What follows belongs to an exercise in optimizing a design on an open flow for small area, a short achievable clock period and few clock cycles per item; a production flow would make more cautious choices.
The RTL was checked by simulation tests, not by an equivalence proof against the original design.

run 1:
## rvl_core
module rvl_core (
    input  wire        clk,
    input  wire        rst,
    input  wire        cmd_valid,
    input  wire [67:0] cmd_word,
    input  wire        enc_in_valid,
    input  wire [15:0] enc_in_data,
    output wire        enc_in_ready,
    output wire        enc_out_valid,
    output wire [7:0]  enc_out_data,
    input  wire        enc_out_ready,
    input  wire        dec_in_valid,
    input  wire [7:0]  dec_in_data,
    output wire        dec_in_ready,
    output wire        dec_out_valid,
    output wire [15:0] dec_out_data,
    input  wire        dec_out_ready,
    input  wire [3:0]  sts_sel,
    output reg  [35:0] sts_data
);
For scale: ~3800 cells after synthesis, about 490 flip-flops, ~170 I/O pins, about 0.031 sq mm of cells after synthesis.
clock: 7.0 ns
lec_check: 0
abc_clock_period_in_ps: 5000
cap_margin: 20
core_margin: 2
core_utilization: 60
setup_slack_margin: 2.8
slew_margin: 20
run.sh (not shown) runs the stock make flow with config.mk's settings and CLKGATE_MAP_FILE= SYNTH_SCRIPT=/design/flow/synth_recipe.tcl, a recipe that flattens the netlist after the stock synthesis.
Looking at the reports, run 1 completed the entire flow and the layout it produced met the timing, design-rule and antenna checks.
Testbench counts of run 1, summed over its fixed seeds: cycles 10,960, items 18,582.
Input changes introduced in run 2 (baseline for comparison: run 1):
# run 1
export LEC_CHECK = 0
export ABC_CLOCK_PERIOD_IN_PS = 5000
export CAP_MARGIN = 20
export CORE_MARGIN = 2
export CORE_UTILIZATION = 60
export SETUP_SLACK_MARGIN = 2.8
export SLEW_MARGIN = 20
create_clock -name core_clock -period 7.0 [get_ports {clk}]
# run 2
export LEC_CHECK = 0
export ABC_CLOCK_PERIOD_IN_PS = 3500
export CAP_MARGIN = 20
export CORE_MARGIN = 2
export CORE_UTILIZATION = 40
export SETUP_SLACK_MARGIN = 3.2
export SLEW_MARGIN = 20
create_clock -name core_clock -period 7.0 [get_ports {clk}]
### Flow results
Lower critical path's largest stage delay among run 1 and run 2: run 2
Any difference in register clock-pin slew on the reported worst setup and hold paths between run 2 and run 1 is small enough to ignore.
The lower layout clock buffer count of run 1 and run 2 is in run 1.
Post-cts resize count delta for run 2 relative to run 1: 138 higher
Re highest fanout seen on the critical path: no difference whatsoever between run 2 and run 1.
The lower final design area excluding fillers came out of run 1.
Modified inputs, run 3 compared to run 2
# run 2
export LEC_CHECK = 0
export ABC_CLOCK_PERIOD_IN_PS = 3500
export CAP_MARGIN = 20
export CORE_MARGIN = 2
export CORE_UTILIZATION = 40
export SETUP_SLACK_MARGIN = 3.2
export SLEW_MARGIN = 20
create_clock -name core_clock -period 7.0 [get_ports {clk}]
# run 3
export LEC_CHECK = 0
export CAP_MARGIN = 20
export CORE_MARGIN = 2
export CORE_UTILIZATION = 40
export SETUP_SLACK_MARGIN = 2.8
export SLEW_MARGIN = 20
create_clock -name core_clock -period 7.0 [get_ports {clk}]
--- outcome ---
Met1 routed wirelength after detailed routing: run 3 higher than run 2
When the final numbers for run 3 and run 2 were put side by side, the time the final worst path needs with I/O delays and setup turned out to be smaller in run 2.
Per the comparison of run 3 with run 2, routed wire length decreased by 2.0% relative to the old numbers; relative slew slack increased by 9.9 points relative to the old numbers.
Critical path data arrival time ends up higher on run 3.
Aggregate global-route resource usage essentially unchanged between run 3 and run 2.
The via count of the first global-routing pass in run 3 sits about 2% below the value recorded for run 2.
The setup slack of run 3 is smaller than that of run 2.
met1 routing resource usage after global routing, run 3 and run 2, lower one = run 2.
Sequential share of layout area, run 3 and run 2: smaller value in run 2
Here is what was changed in the inputs of run 4 compared with run 3.
# run 3
export LEC_CHECK = 0
export CAP_MARGIN = 20
export CORE_MARGIN = 2
export CORE_UTILIZATION = 40
export SETUP_SLACK_MARGIN = 2.8
export SLEW_MARGIN = 20
create_clock -name core_clock -period 7.0 [get_ports {clk}]
# run 4
export LEC_CHECK = 0
export ABC_CLOCK_PERIOD_IN_PS = 9000
export CAP_MARGIN = 20
export CORE_MARGIN = 2
export CORE_UTILIZATION = 40
export SETUP_SLACK_MARGIN = 2.8
export SLEW_MARGIN = 20
create_clock -name core_clock -period 7.0 [get_ports {clk}]
Results
Both conditions hold for run 4: the flow ran to the end and the final layout passed the timing, design-rule and antenna checks. Run 4 -> run 3: total number of sequential cells delta 0, exact match. From run 3 to run 4 the numbers moved as follows: die area shows no meaningful change; post-route clock period utilization ~0 delta; initial core utilization now sits at about the same level. Compared run 4 against run 3; placement-stage worst setup slack within noise.

## what the ideal ports hide
No port has a modelled driver above. Below, the same layouts with a new extraction and two added sets of constraints.
Step 1 (the two cells are an assumption about what drives the block):
set clk [get_ports {clk}]
set_driving_cell -lib_cell sky130_fd_sc_hd__clkbuf_16 $clk
set_driving_cell -lib_cell sky130_fd_sc_hd__buf_2 [delete_from_list [all_inputs] $clk]
Step 2, shift: input delay + t, output delay - t, t = (earliest + latest rising clock arrival at the registers) / 2. This alone moves slack from input paths to output paths.
a / b / c = ideal / step 1 / step 2; a / b = the first two.
run | shift t [ns] | setup slack, ns | clock arrival spread, ns | worst data-port slew with drivers (ns)
run 1 | 0.692 | 2.701 / 2.595 / 2.204 | 0.023 / 0.022 | 0.16
run 2 | 0.691 | 2.797 / 2.733 / 2.503 | 0.052 / 0.052 | 0.12
run 3 | 0.687 | 2.764 / 2.701 / 2.276 | 0.042 / 0.042 | 0.15
run 4 | 0.687 | 2.764 / 2.701 / 2.276 | 0.042 / 0.042 | 0.15
After both steps setup and hold are still met in every run listed. For run 1, which loses most, drivers alone change the setup slack by -0.106 ns; drivers and shift together by -0.497 ns.
